This is an optimization exercise on Yosys and OpenROAD, whose aim is small area, not a production implementation.
Only simulation tests tie the RTL to the original design; equivalence was not proved.
Power and IR drop assume default switching activity.

== harbor ==
## weird64
module weird64 (
    input  wire        clk,
    input  wire        rst,
    input  wire        bus_valid,
    input  wire        bus_write,
    input  wire [7:0]  bus_addr,
    input  wire [2:0]  bus_size,
    input  wire [31:0] bus_wdata,
    output reg  [31:0] bus_rdata,
    output wire        bus_err,
    output wire        irq
);
    localparam [1:0] C_ILL = 2'd0, C_ENC = 2'd1, C_DEC = 2'd2, C_CFG = 2'd3;
    function [4:0] dcode;
        input [3:0] d;
        begin
            case (d)
                4'd0: dcode = 5'h00; 4'd1: dcode = 5'h1D; 4'd2: dcode = 5'h1E;
                4'd3: dcode = 5'h1F; 4'd4: dcode = 5'h1C; 4'd5: dcode = 5'h15;
                4'd6: dcode = 5'h1B; 4'd7: dcode = 5'h0F; 4'd8: dcode = 5'h0C;
                default: dcode = 5'h09;
            endcase
        end
    endfunction
    function [7:0] casc;
        input [4:0] x;
        begin
            case (x)
                5'h00: casc = "0"; 5'h1D: casc = "1"; 5'h1E: casc = "2";
                5'h1F: casc = "3"; 5'h1C: casc = "4"; 5'h15: casc = "5";
                5'h1B: casc = "6"; 5'h0F: casc = "7"; 5'h0C: casc = "8";
                5'h09: casc = "9";
                default: casc = {3'b010, x};
            endcase
        end
    endfunction
    function [4:0] ccode;
        input [4:0] i;
        begin
            case (i)
                5'd0: ccode = 5'h00;   
                5'd1: ccode = 5'h1D;   
                5'd2: ccode = 5'h1E;   
                5'd3: ccode = 5'h1F;   
                5'd4: ccode = 5'h1C;   
  ...
clock: 15.0 ns
lec_check: 0
cap_margin: 20
cell_pad_in_sites_detail_placement: 1
cell_pad_in_sites_global_placement: 1
core_margin: 2
core_utilization: 40
slew_margin: 20
synth_hierarchical: 1
standard.sh (not shown) runs the stock make flow with config.mk's settings and CLKGATE_MAP_FILE= SYNTH_SCRIPT=/design/flow/synth_recipe.tcl, a recipe that flattens the netlist after the stock synthesis.
==> flow/flow/run.sh <==
#!/bin/bash
# The standard layout (standard.sh: the standard flow's synthesis, floorplan, placement,
# CTS, routing), with two changes passed to the ORFS scripts:
# - the port buffers are the smallest buffer cell (buf_1) rather than the one
#   buffer_ports picks by default;
# - CTS inserts no dummy loads and uses clkbuf_8 buffers.
# The whole make output goes to flow_make.log in this folder; each ORFS step
# also keeps its own log under orfs/logs/.
set -euo pipefail
export BUFFER_PORTS_ARGS="-buffer_cell sky130_fd_sc_hd__buf_1"
export CTS_ARGS="-sink_clustering_enable -repair_clock_nets -dont_use_dummy_load -buf_list sky130_fd_sc_hd__clkbuf_8 -sink_clustering_size 14 -sink_clustering_max_diameter 50"
bash standard.sh > flow_make.log 2>&1
Looking at the reports, harbor completed the entire flow and the layout it produced met the timing, DRC and antenna checks.
Changes in indigo relative to harbor:
--- a/flow/flow/run.sh
+++ b/flow/flow/run.sh
@@ -9,4 +9,4 @@
 set -euo pipefail
 export BUFFER_PORTS_ARGS="-buffer_cell sky130_fd_sc_hd__buf_1"
-export CTS_ARGS="-sink_clustering_enable -repair_clock_nets -dont_use_dummy_load -buf_list sky130_fd_sc_hd__clkbuf_8 -sink_clustering_size 14 -sink_clustering_max_diameter 50"
+export CTS_ARGS="-sink_clustering_enable -repair_clock_nets -dont_use_dummy_load -buf_list sky130_fd_sc_hd__clkbuf_16 -sink_clustering_size 28 -sink_clustering_max_diameter 90"
 bash standard.sh > flow_make.log 2>&1
--- a/flow/config.mk
+++ b/flow/config.mk
@@ -11,4 +11,5 @@
 export CORE_MARGIN = 2
 export CORE_UTILIZATION = 40
+export GPL_TIMING_DRIVEN = 0
 export SLEW_MARGIN = 20
 export SYNTH_HIERARCHICAL = 1
## What came out
Lower routed wire length was reported by indigo, not harbor. Taking harbor as the reference, in indigo worst slew margin relative to its limit now larger, cell count after placement now larger. Per the comparison of indigo with harbor, met2 track utilization from global routing shows a reduction of 1.2 points; clock-buffer cell count dropped about 60%; post-route total power moved down. NOTE power attributed to the clock group harbor->indigo decreased by more than 10%. Relative to harbor, number of levels in the clock H-tree decreased by 2 in indigo. Worst-case hold slack came out higher on indigo than on harbor. Compared with harbor, in indigo total of plain and repair buffers excluding clock buffers climbed 54; iteration count of the initial detailed-routing pass shows a reduction of 1.
Edits applied to the flow inputs when going from indigo to tundra:
--- a/flow/config.mk
+++ b/flow/config.mk
@@ -11,5 +11,5 @@
 export CORE_MARGIN = 2
 export CORE_UTILIZATION = 40
-export GPL_TIMING_DRIVEN = 0
+export PLACE_DENSITY = 0.8
 export SLEW_MARGIN = 20
 export SYNTH_HIERARCHICAL = 1
## What came out
- indigo -> tundra: layout filler cell count increased slightly
- From indigo to tundra the numbers moved as follows: cell count down 1.5%, switching power share of the total comparable, utilization went down, final net count lower.
The following lists how willow was set up differently from tundra:
--- a/flow/config.mk
+++ b/flow/config.mk
@@ -11,5 +11,4 @@
 export CORE_MARGIN = 2
 export CORE_UTILIZATION = 40
-export PLACE_DENSITY = 0.8
 export SLEW_MARGIN = 20
 export SYNTH_HIERARCHICAL = 1
[summary]
tundra was routed with more vias than willow. willow does better than tundra on largest vdd supply drop. Diff tundra..willow | via count of the first global-routing pass | negligible.

## old
Another version of the RTL of weird64 (not shown whole).
For scale: roughly 3200 cells after synthesis, ~81 I/O pins, ~46000 um2 of cells after synthesis.
clock: 15.0 ns
lec_check: 0
cap_margin: 20
core_margin: 2
core_utilization: 50
cts_buf_list: sky130_fd_sc_hd__clkbuf_8
cts_cluster_diameter: 50
cts_cluster_size: 14
slew_margin: 20
synth_hierarchical: 1
run.sh (not shown) runs the stock make flow with config.mk's settings and CLKGATE_MAP_FILE= SYNTH_SCRIPT=/design/flow/synth_recipe.tcl, a recipe that flattens the netlist after the stock synthesis.
Stock flow here: none of the scripts above is used.
Every stage of the flow completed for old, and the final layout passed the timing, DRC and antenna checks.
> inputs changed (old -> new)
Settings: CTS_CLUSTER_SIZE removed (was 14); CTS_BUF_LIST removed (was sky130_fd_sc_hd__clkbuf_8); CTS_CLUSTER_DIAMETER removed (was 50).
==> flow/flow/run.sh (new file) <==
#!/bin/bash
# The standard layout (standard.sh: the standard flow's synthesis, floorplan, placement,
# CTS, routing), with two changes passed to the ORFS scripts:
# - the port buffers are the smallest buffer cell (buf_1) rather than the one
#   buffer_ports picks by default;
# - CTS inserts no dummy loads and uses clkbuf_8 buffers.
# The whole make output goes to flow_make.log in this folder; each ORFS step
# also keeps its own log under orfs/logs/.
set -euo pipefail
export BUFFER_PORTS_ARGS="-buffer_cell sky130_fd_sc_hd__buf_1"
export CTS_ARGS="-sink_clustering_enable -repair_clock_nets -dont_use_dummy_load -buf_list sky130_fd_sc_hd__clkbuf_8 -sink_clustering_size 14 -sink_clustering_max_diameter 50"
bash standard.sh > flow_make.log 2>&1
==> flow/standard.sh (new file) <==
#!/bin/bash
# synth_recipe.tcl (not shown) runs the flow's synth.tcl, then flattens the netlist and writes it again
# the make line also repeats each setting of config.mk as NAME=value (left out here)
make -C /OpenROAD-flow-scripts/flow DESIGN_CONFIG=/design/flow/config.mk WORK_HOME=/design/flow/orfs CLKGATE_MAP_FILE= SYNTH_SCRIPT=/design/flow/synth_recipe.tcl "${@:-finish}"
removed: flow/run.sh
### Flow results
- Between old and new, the full die area figures differ only marginally.
- Between old and new, the flow reports maximum operating frequency decreasing by a few percent.
- new and old ended up with nearly the same number of nets in the final layout.
- Summary — least setup slack across all paths after layout, new relative to old: lower, by 0.29 ns.
- [compare] base=old new=new: power lost 7.7%; final weighted congestion in routability-driven placement now sits higher; combinational share of power moved up.

-- what the ideal ports hide --
No port has a modelled driver above. Below, the same layouts with a new extraction and two added sets of constraints.
Step 1, drivers: a clkbuf_16 drives clk and a buf_2 each remaining input, both assumed.
Step 2 adds t to the input delays and takes it off the output delays; t is the mean of the earliest and latest rising clock arrival at the registers after step 1. Input paths then give back, and output paths get back, about the clock's delay inside the block.
Three values: ideal ports, drivers, drivers and shift; two values: the first two.
| run | t (ns) | setup WS [ns] | hold slack, ns | worst data-port slew with drivers (ns) |
|---|---|---|---|---|
| harbor | 0.909 | 3.885 / 3.861 / 3.861 | 0.282 / 0.282 / 0.282 | 0.07 |
| indigo | 0.745 | 3.041 / 2.916 / 2.916 | 0.309 / 0.309 / 0.309 | 0.13 |
| tundra | 0.728 | 4.163 / 4.124 / 4.124 | 0.277 / 0.277 / 0.277 | 0.05 |
| willow | 0.764 | 3.945 / 3.922 / 3.922 | 0.312 / 0.312 / 0.312 | 0.07 |
| old | 0.885 | 3.453 / 3.431 / 3.431 | 0.298 / 0.298 / 0.298 | 0.09 |
| new | 0.867 | 3.159 / 3.138 / 3.138 | 0.303 / 0.303 / 0.303 | 0.10 |
After both steps setup and hold are still met in every run listed. For indigo, which loses most, drivers alone change the setup slack by -0.125 ns; drivers and shift together by -0.125 ns.
